This design comes from an exercise in tuning for small area, a short achievable clock period and few clock cycles on the open sky130 flow, not from production work. Only simulation tests tie the RTL to the original design; equivalence was not proved. Power and IR drop assume default switching activity.

### flow/run.sh
#!/bin/bash
# synth_recipe.tcl (not shown) runs the flow's synth.tcl, then flattens the netlist and writes it again
# the make line also repeats each setting of config.mk as NAME=value (left out here)
make -C /OpenROAD-flow-scripts/flow DESIGN_CONFIG=/design/flow/config.mk WORK_HOME=/design/flow/orfs CLKGATE_MAP_FILE= SYNTH_SCRIPT=/design/flow/synth_recipe.tcl finish
### flow/config.mk
export PLATFORM = sky130hd
export DESIGN_NAME = rs_dec16
export DESIGN_NICKNAME = rs_dec16
export VERILOG_FILES = /design/flow/design.v
export SDC_FILE = /design/flow/constraint.sdc
export NUM_CORES = 4
export LEC_CHECK = 0
export CAP_MARGIN = 20
export CORE_MARGIN = 2
export CORE_UTILIZATION = 40
export SLEW_MARGIN = 20
### flow/constraint.sdc
create_clock -name core_clock -period 15.0 [get_ports {clk}]
set_input_delay 3.0000 -clock core_clock [delete_from_list [all_inputs] [get_ports {clk}]]
set_output_delay 3.0000 -clock core_clock [all_outputs]
set_load 0.01 [all_outputs]
### flow/design.v
module rs_dec16 (
    input  wire       clk,
    input  wire       rst,
    input  wire       in_valid,
    input  wire [7:0] in_data,
    input  wire       in_last,
    output wire       in_ready,
    output reg        corr_valid,
    output reg  [7:0] corr_pos,
    output reg  [7:0] corr_val,
    output reg        done,
    output reg  [3:0] done_nerr,
    output reg        done_fail
);
    function [3:0] m16;
        input [3:0] a;
        input [3:0] b;
        integer k;
        reg [3:0] p, aa;
        begin
            p  = 4'h0;
            aa = a;
            for (k = 0; k < 4; k = k + 1) begin
                if (b[k]) p = p ^ aa;
                aa = {aa[2:0], 1'b0} ^ (aa[3] ? 4'h3 : 4'h0);
            end
            m16 = p;
        end
    endfunction
    function [7:0] cm;
        input [7:0] a;
        input [7:0] b;
        reg [3:0] hh, ll, mm;
        begin
            hh = m16(a[7:4], b[7:4]);
            ll = m16(a[3:0], b[3:0]);
            mm = m16(a[7:4] ^ a[3:0], b[7:4] ^ b[3:0]);
            cm = {mm ^ ll, ll ^ m16(hh, 4'h8)};
        end
    endfunction
    function [3:0] inv16;
        input [3:0] a;
        case (a)
            4'd0: inv16 = 4'h0;  4'd1: inv16 = 4'h1;  4'd2: inv16 = 4'h9;  4'd3: inv16 = 4'he;
            4'd4: inv16 = 4'hd;  4'd5: inv16 = 4'hb;  4'd6: inv16 = 4'h7;  4'd7: inv16 = 4'h6;
            4'd8: inv16 = 4'hf;  4'd9: inv16 = 4'h2;  4'd10: inv16 = 4'hc; 4'd11: inv16 = 4'h5;
            4'd12: inv16 = 4'ha; 4'd13: inv16 = 4'h4; 4'd14: inv16 = 4'h3; default: inv16 = 4'h8;
        endcase
    endfunction
    function [7:0] cinv;
        input [7:0] a;
        reg [3:0] h, l, d, di;
        begin
            h = a[7:4];
            l = a[3:0];
            d = m16(m16(h, h), 4'h8) ^ m16(h, l) ^ m16(l, l);
            di = inv16(d);
            cinv = {m16(h, di), m16(h ^ l, di)};
        end
    endfunction
    function [7:0] to_c;
        input [7:0] a;
        begin
            to_c = (a[0] ? 8'h01 : 8'h00) ^ (a[1] ? 8'h21 : 8'h00) ^
                   (a[2] ? 8'h47 : 8'h00) ^ (a[3] ? 8'h2b : 8'h00) ^
                   (a[4] ? 8'h3d : 8'h00) ^ (a[5] ? 8'hc8 : 8'h00) ^
                   (a[6] ? 8'h4f : 8'h00) ^ (a[7] ? 8'h13 : 8'h00);
        end
    endfunction
    function [7:0] from_c;
        input [7:0] a;
        begin
            from_c = (a[0] ? 8'h01 : 8'h00) ^ (a[1] ? 8'h4e : 8'h00) ^
                     (a[2] ? 8'h99 : 8'h00) ^ (a[3] ? 8'h44 : 8'h00) ^
                     (a[4] ? 8'hcf : 8'h00) ^ (a[5] ? 8'h03 : 8'h00) ^
                     (a[6] ? 8'hd2 : 8'h00) ^ (a[7] ? 8'hb6 : 8'h00);
        end
    endfunction
    function [7:0] apos;
        input integer i;
        case (i)
            1: apos = 8'h21;  2: apos = 8'h47;  3: apos = 8'h2b;  4: apos = 8'h3d;
            5: apos = 8'hc8;  6: apos = 8'h4f;  7: apos = 8'h13;  8: apos = 8'h50;
            9: apos = 8'hff; 10: apos = 8'hfd; 11: apos = 8'hbf; 12: apos = 8'h31;
           13: apos = 8'h74; 14: apos = 8'h1d; 15: apos = 8'hae; 16: apos = 8'h23;
           default: apos = 8'h01;
        endcase
    endfunction
    function [7:0] aneg;
        input integer i;
        case (i)
            1: aneg = 8'h5e; 2: aneg = 8'h28; 3: aneg = 8'hb6; 4: aneg = 8'h4a;
            5: aneg = 8'heb; 6: aneg = 8'h93; 7: aneg = 8'h36; 8: aneg = 8'h33;
            default: aneg = 8'h01;
        endcase
    endfunction
    integer k;
    reg          in_rdy;
    reg          iv, il;
    reg  [7:0]   id;
    reg  [7:0]   cnt;                  
    reg  [127:0] syn;                  
    assign in_ready = in_rdy;
    wire [7:0] idc = to_c(id);
    reg  [127:0] syn_nx;
    always @* begin
        for (k = 0; k < 16; k = k + 1)
            syn_nx[8*k +: 8] = (cnt == 8'd0 ? 8'h00 : cm(syn[8*k +: 8], apos(k + 1))) ^ idc;
    end
    localparam [2:0] B_IDLE = 3'd0, B_SETUP = 3'd1, B_LOOP = 3'd2, B_DRAIN = 3'd3,
                     B_OMEGA = 3'd4, B_OMDR = 3'd5, B_WAIT = 3'd6;
    reg  [2:0]   bst;
    reg  [127:0] sb;                   
    reg  [71:0]  lam;                  
    reg  [71:0]  bb;                   
    reg  [7:0]   gam, acc, c1, c2;
    reg  [3:0]   br;                   
    reg  [3:0]   bl;                   
    reg  [3:0]   bj;                   
    reg  [3:0]   oi;                   
    reg  [7:0]   bnpos;                
    reg          bfail, bzero;
    reg          mv, mclr, mwr;
    reg  [7:0]   mop;
    reg  [3:0]   midx, mwi;
    reg          cbusy;
    reg  [71:0]  cl;                   
    reg  [63:0]  co;                   
    reg  [7:0]   cpos;
    reg  [3:0]   cL, cr;
    reg          cb;
    reg          p1v, p1imm, p1fail, p1root, p1last;
    reg  [7:0]   p1pos, p1lo, p1os;
    reg          p2corr, p2done, p2fail;
    reg  [3:0]   p2nerr;
    reg  [7:0]   p2pos, p2inv, p2os;
    wire bm_idle = (bst == B_IDLE);
    wire ch_idle = !cbusy && !p1v;
    wire ch_take = (bst == B_WAIT) && ch_idle;
    wire take = in_valid && in_rdy;
    wire proc = iv && (!il || bm_idle);
    wire hand = iv && il && bm_idle;
    wire v_nx = take || (iv && !proc);
    wire l_nx = take ? in_last : il;
    wire bm_idle_nx = (bm_idle && !hand) || ch_take;
    always @(posedge clk) begin
        if (rst) begin
            in_rdy <= 1'b1;
            iv     <= 1'b0;
            cnt    <= 8'd0;
        end else begin
            in_rdy <= !(v_nx && l_nx) || bm_idle_nx;
            iv     <= v_nx;
            if (take) begin
                id <= in_data;
                il <= in_last;
            end
            if (proc) begin
                syn <= syn_nx;
                cnt <= il ? 8'd0 : cnt + 8'd1;
            end
        end
    end
    reg  [7:0] lam_j, bb_j, lam_new, s_m;
    always @* begin
        lam_j = 8'h00;
        bb_j  = 8'h00;
        for (k = 0; k < 9; k = k + 1)
            if (bj == k) begin
                lam_j = lam[8*k +: 8];
                bb_j  = bb[8*k +: 8];
            end
        s_m = 8'h00;
        for (k = 0; k < 16; k = k + 1)
            if (midx == k) s_m = sb[8*k +: 8];
    end
    always @* lam_new = cm(c1, lam_j) ^ cm(c2, bb_j);
    wire [7:0] acc_nx = (mclr ? 8'h00 : acc) ^ cm(mop, s_m);
    wire       dnz    = (acc != 8'h00);
    wire       lchg   = dnz && ({bl, 1'b0} <= {1'b0, br});
    wire [4:0] bl_nx  = lchg ? {1'b0, br} + 5'd1 - {1'b0, bl} : {1'b0, bl};
    always @(posedge clk) begin
        if (rst) begin
            bst <= B_IDLE;
            mv  <= 1'b0;
            mwr <= 1'b0;
        end else begin
            mv  <= 1'b0;
            mwr <= 1'b0;
            if (mv) begin
                acc <= acc_nx;
                if (mwr)
                    for (k = 0; k < 8; k = k + 1)
                        if (mwi == k) bb[8*k +: 8] <= acc_nx;
            end
            case (bst)
            B_IDLE: begin
                if (hand) begin
                    sb    <= syn_nx;
                    acc   <= syn_nx[7:0];
                    lam   <= {64'h0, 8'h01};
                    bb    <= {64'h0, 8'h01};
                    gam   <= 8'h01;
                    bl    <= 4'd0;
                    br    <= 4'd0;
                    bnpos <= cnt;
                    bst   <= B_SETUP;
                end
            end
            B_SETUP: begin
                bfail <= 1'b0;
                bzero <= 1'b0;
                if (br == 4'd0 && sb == 128'h0) begin
                    bzero <= 1'b1;
                    bst   <= B_WAIT;
                end else if (bl_nx > 5'd8) begin
                    bfail <= 1'b1;
                    bst   <= B_WAIT;
                end else begin
                    if (lchg) begin
                        lam <= {bb[63:0], 8'h00};
                        bb  <= lam;
                        c1  <= acc;
                        c2  <= gam;
                        gam <= acc;
                    end else begin
                        bb  <= {bb[63:0], 8'h00};
                        c1  <= gam;
                        c2  <= acc;
                    end
                    bl  <= bl_nx[3:0];
                    bj  <= bl_nx[3:0];
                    bst <= B_LOOP;
                end
            end
            B_LOOP: begin
                for (k = 0; k < 9; k = k + 1)
                    if (bj == k) lam[8*k +: 8] <= lam_new;
                mop  <= lam_new;
                midx <= br + 4'd1 - bj;      
                mclr <= (bj == bl);
                mv   <= (br != 4'd15);
                bj   <= bj - 4'd1;
                if (bj == 4'd0) begin
                    if (br == 4'd15 && bl == 4'd0) begin
                        bzero <= 1'b1;
                        bst   <= B_WAIT;
                    end else if (br == 4'd15) begin
                        bb  <= 72'h0;
                        oi  <= 4'd0;
                        bj  <= 4'd0;
                        bst <= B_OMEGA;
                    end else begin
                        bst <= B_DRAIN;
                    end
                end
            end
            B_DRAIN: begin
                br  <= br + 4'd1;
                bst <= B_SETUP;
            end
            B_OMEGA: begin
                mop  <= lam_j;
                midx <= oi - bj;
                mclr <= (bj == 4'd0);
                mwr  <= (bj == oi);
                mwi  <= oi;
                mv   <= 1'b1;
                if (bj == oi) begin
                    bj <= 4'd0;
                    oi <= oi + 4'd1;
                    if (oi + 4'd1 == bl) bst <= B_OMDR;
                end else begin
                    bj <= bj + 4'd1;
                end
            end
            B_OMDR: begin
                bst <= B_WAIT;
            end
            B_WAIT: begin
                if (ch_take) bst <= B_IDLE;
            end
            default: bst <= B_IDLE;
            endcase
        end
    end
    reg [7:0] lam_sum, lam_odd, om_sum;
    always @* begin
        lam_sum = 8'h00;
        lam_odd = 8'h00;
        om_sum  = 8'h00;
        for (k = 0; k < 9; k = k + 1) begin
            lam_sum = lam_sum ^ cl[8*k +: 8];
            if (k % 2 == 1) lam_odd = lam_odd ^ cl[8*k +: 8];
        end
        for (k = 0; k < 8; k = k + 1)
            om_sum = om_sum ^ co[8*k +: 8];
    end
    wire [3:0] r2   = cr + {3'd0, p1root};
    wire       bad2 = cb || (p1root && p1lo == 8'h00);
    wire       fin  = p1v && (p1imm || p1last || bad2 || (p1root && r2 == cL));
    always @(posedge clk) begin
        if (rst) begin
            cbusy  <= 1'b0;
            p1v    <= 1'b0;
            p2corr <= 1'b0;
            p2done <= 1'b0;
            cr     <= 4'd0;
            cb     <= 1'b0;
        end else begin
            if (ch_take) begin
                cl     <= lam;
                co     <= bb[63:0];
                cpos   <= bnpos;
                cL     <= bl;
                cr     <= 4'd0;
                cb     <= 1'b0;
                cbusy  <= !(bfail || bzero);
                p1v    <= bfail || bzero;
                p1imm  <= 1'b1;
                p1fail <= bfail;
            end else begin
                p1v   <= cbusy && !fin;
                p1imm <= 1'b0;
                if (cbusy) begin
                    for (k = 1; k < 9; k = k + 1)
                        cl[8*k +: 8] <= cm(cl[8*k +: 8], aneg(k));
                    for (k = 0; k < 8; k = k + 1)
                        co[8*k +: 8] <= cm(co[8*k +: 8], aneg(k + 1));
                    cpos <= cpos - 8'd1;
                    if (fin || cpos == 8'd0) cbusy <= 1'b0;
                end
                if (p1v && !p1imm) begin
                    cr <= fin ? 4'd0 : r2;
                    cb <= fin ? 1'b0 : bad2;
                end
            end
            p1root <= (lam_sum == 8'h00);
            p1last <= (cpos == 8'd0);
            p1pos  <= cpos;
            p1lo   <= lam_odd;
            p1os   <= om_sum;
            p2corr <= p1v && !p1imm && p1root;
            p2done <= fin;
            p2fail <= p1imm ? p1fail : (bad2 || r2 != cL);
            p2nerr <= p1imm ? 4'd0 : cL;
            p2pos  <= p1pos;
            p2inv  <= cinv(p1lo);
            p2os   <= p1os;
        end
    end
    always @(posedge clk) begin
        if (rst) begin
            corr_valid <= 1'b0;
            done       <= 1'b0;
        end else begin
            corr_valid <= p2corr;
            done       <= p2done;
        end
        corr_pos  <= p2pos;
        corr_val  <= from_c(cm(p2os, p2inv));
        done_nerr <= p2nerr;
        done_fail <= p2fail;
    end
endmodule
==> impl_metrics.py <==
metrics = {
    "run_status": {
        "status": "timing/DRC/antenna clean",
    },
    "cells_and_area": {
        "nets": 4427,
        "utilization_pct": 44.1,
        "layout-area-overhead-vs-synth_pct": 9.82,
        "fin_cells": 5948,
        "drive_above_1_share_pct": 6.56,
        "fill_cells": 10800,
        "diodes": 0,
        "seq_area_um2": 21600,
        "multi_input_area_um2": 22800,
    },
    "critical_path": {
        "reg2reg_slack_ps": 9550,
        "end_kind": "flip-flop",
        "critical_path_required_ps": 15300,
        "crit_fanout": 66,
        "r2r-start": "bj[1]",
        "start_kind": "flip-flop",
        "critical_path.startpoint": "bj[1]",
        "worstPathArrival_ps": 5760,
        "critPathKind": "flip-flop to flip-flop",
    },
    "yosys": {
        "ys_types": 101,
        "async_reset_ff_share_pct": 0,
        "netlist_area_um2": 45700,
        "synthTopCellsByArea": "edfxtp_1 45%, xnor2_1 15%, xor2_1 5.2%",
        "yosysSeqAreaShare_pct": 47.3,
        "synth_top_cell_by_area": "edfxtp_1",
        "syn_avg_cell_area_um2": 10.3,
        "yosysWarnings": 1,
        "dominantRegCellSynth": "edfxtp_1",
        "synthesis.nets": 4506,
        "synth-edff-count": 689,
        "synthCells": 4450,
        "synth.top_cell.area_share_pct": 45.3,
        "synth_seq_cells": 736,
    },
    "grt": {
        "grt_antenna_before_repair": 1,
        "grt_pass1_vias": 31900,
        "globalRouteOverflowTotal": 0,
        "track_usage_pct": 23.0,
        "grt_max_degree": 94,
        "grt_pass1_wl_mm": 204,
    },
    "detailed_routing": {
        "first_pass_iters": 7,
        "finalWirelength_mm": 136,
        "vias": 32900,
        "drt_iter0_markers": 3925,
        "antenna_left": 0,
        "drc": 0,
        "drt-vias-per-instance": 5.52,
        "wl_per_cell_um": 22.9,
    },
    "sta": {
        "rsz0062_at_grt": "false",
        "finalMaxSlewViolations": 0,
        "clock.fmax_mhz": 183,
        "timing.final.crit_share_pct": 36.3,
        "fin_worst_skew_ps": 28.7,
        "finalHoldViolCount": 0,
        "min_period_ps": 5450,
        "setup_viol": 0,
        "max_slew_margin_pct": 20.1,
        "fin_setup_tns_ps": 0,
        "worst_slew_pin_slew_ps": 1180,
    },
    "clock_network": {
        "cts_buffers": 86,
        "ctsHoldBuffers": 0,
        "root_buffer": "clkbuf_16",
        "clk_pin_slew_ps": 60,
        "cts_tree": "built",
        "clock_path_buffers": 3,
        "clkSinkCount": 736,
        "cts_setup_buffers": 0,
        "cts_resized": 0,
        "insertion_delay_ps": 680,
        "htreeDepth": 3,
    },
    "floorplan": {
        "io_pins": 36,
        "die-area_um2": 117000,
        "core_um2": 114000,
        "die_x_um": 342,
        "rows": 124,
        "start_util_pct": 40.1,
        "dieHeight_um": 342,
    },
    "worst_hold_path": {
        "hold_path.class": "flip-flop to flip-flop",
        "min-delay-start": "p2pos[1]",
    },
    "placed_design": {
        "dp.final_hpwl_mm": 95.4,
        "gp_congestion": 0.956,
        "placed_cells": 5795,
        "port_buffers": 35,
    },
    "pwr": {
        "p_leak_nw": 17.3,
        "powerDensity_nw_per_um2": 220,
        "peakVddDrop_v": 0.000468,
    },
    "run": {
        "maxCapViolCount": 0,
    },
}
critical path, stage by stage (launching register included):
cell and delay [ps]:
edfxtp_1 540, inv_1 250, ha_2 210, buf_4 480, o21ai_0 270, a211oi_1 450, o21ai_1 410, nand3_1 190
o21ai_0 100, a211oi_1 400, xnor3_1 450, xnor2_1 290, mux2i_2 1010
synthesized netlist by cell type, types with 27 or more instances:
library cell / instances
xnor2_1: 773
nand2b_1: 37
nor4_1: 42
edfxtp_1: 689
inv_1: 80
xnor3_1: 29
xor2_1: 273
nand2_1: 575
buf_2: 55
nor2_1: 387
mux2i_1: 41
dfxtp_1: 47
nor3_1: 41
nand3_1: 51
a21o_1: 74
a31oi_1: 27
nor2b_1: 55
a21oi_1: 341
o21ai_0: 153
ha_1: 41
o22ai_1: 47
clkbuf_1: 162
stage by stage:
stage | hold slack (ps) | worst slack [ps] | power, W | cell area (um^2)
after CTS | 343 | 9590 | 0.0110 | 50200
after detailed placement | 329 | 9360 | 0.00888 | 47400
after floorplan | 323 | 5300 | 0.00673 | 45700
after global routing | 350 | 9220 | 0.0115 | 50200
after global placement | 328 | 9370 | 0.00884 | 47400
final | 340 | 9550 | 0.0111 | 50200
sequential cells by signal, summed over array words and instances (netlist names), 64 cells and up:
name,flops
lam,72
cl,72
bb,72
syn,128
co,64
sb,128
path summary, 6_finish.rpt:
path,endpoint,depth (start not counted)
max,lam[1],12
min reg2reg,corr_pos[1],0
max reg2reg,lam[1],12
min,corr_pos[1],0
area by class of cell:
type | instances | share of cell area [%]
Multi-Input combinational cell | 3371 | 45.4
Sequential cell | 736 | 43.1
Clock buffer | 116 | 4.80
Tap cell | 1512 | 3.77
Timing Repair Buffer | 94 | 1.57
Clock inverter | 37 | 0.785
Inverter | 82 | 0.626
layer usage:
layer | part of all wire, % | track usage (%) | wire length, um
met1 | 42 | 30.4 | 56900
met2 | 47 | 37.7 | 64000
met3 | 6.3 | 2.97 | 8580
met4 | 4.8 | 10.3 | 6530
met5 | 0 | 0 | 0
power breakdown:
| part | switching (W) | internal (W) | total [W] |
|---|---|---|---|
| Combinational | 0.00369 | 0.00208 | 0.00576 |
| Sequential | 0.000451 | 0.00276 | 0.00322 |
| Clock | 0.000892 | 0.00119 | 0.00208 |
| Total | 0.00503 | 0.00603 | 0.0111 |
cell usage in the layout (no fill, tap or decap), drive strengths merged, types with 16 or more instances in the layout:
| cell | n |
|---|---|
| clkinv | 27 |
| and2 | 22 |
| edfxtp | 689 |
| nand2 | 575 |
| xnor2 | 778 |
| xnor3 | 32 |
| o22ai | 47 |
| ha | 41 |
| a21oi | 341 |
| mux2 | 18 |
| o21ai | 163 |
| nor2 | 387 |
| nor3 | 44 |
| nand3b | 17 |
| a211oi | 21 |
| buf | 60 |
| dfxtp | 47 |
| a31oi | 28 |
| xor2 | 273 |
| nand4 | 17 |
| clkbuf | 116 |
| or2 | 16 |
| inv | 84 |
| nor4 | 42 |
| mux2i | 44 |
| nor2b | 55 |
| a21o | 75 |
| clkdlybuf4s50 | 34 |
| nand3 | 51 |
| nand2b | 37 |
kinds of logic after synthesis:
| kind of cell | synth area share [%] |
|---|---|
| AOI/OAI and AO/OA | 11.5 |
| and+or+nand+nor | 13.0 |
| xor gates and xnor gates | 21.9 |
| muxes | 1.75 |
| buffers and inverters | 3.21 |
| adders and majority gates | 1.25 |
| DFF | 47.3 |
Testbench counts, summed over its fixed seeds: cycles 42,913.

==> what the ideal ports hide <==
In the flow no input, the clock included, has a driving cell. The finished layout below was timed again as built, in two steps. Step 1 (the two cells are an assumption about what drives the block):
set clk [get_ports {clk}]
set_driving_cell -lib_cell sky130_fd_sc_hd__clkbuf_16 $clk
set_driving_cell -lib_cell sky130_fd_sc_hd__buf_2 [delete_from_list [all_inputs] $clk]
Step 2 moves the port delays by t, midway between the first and last clock arrival at a register: inputs arrive t later, outputs are due t later. That takes back most of the time a late clock gives input paths. a / b / c = no drivers / after step 1 / after step 2; a / b = the first two.
t (ns): 0.735
setup slack, ns: 9.548 / 9.548 / 9.347
latest minus earliest clock arrival (ns): 0.033 / 0.034
worst data-port slew with drivers (ns): 0.04
pins driven straight from the clock port: 1
After both steps this run still meets setup and hold. For this run, drivers alone change the setup slack by 0.000 ns; drivers and shift together by -0.201 ns.
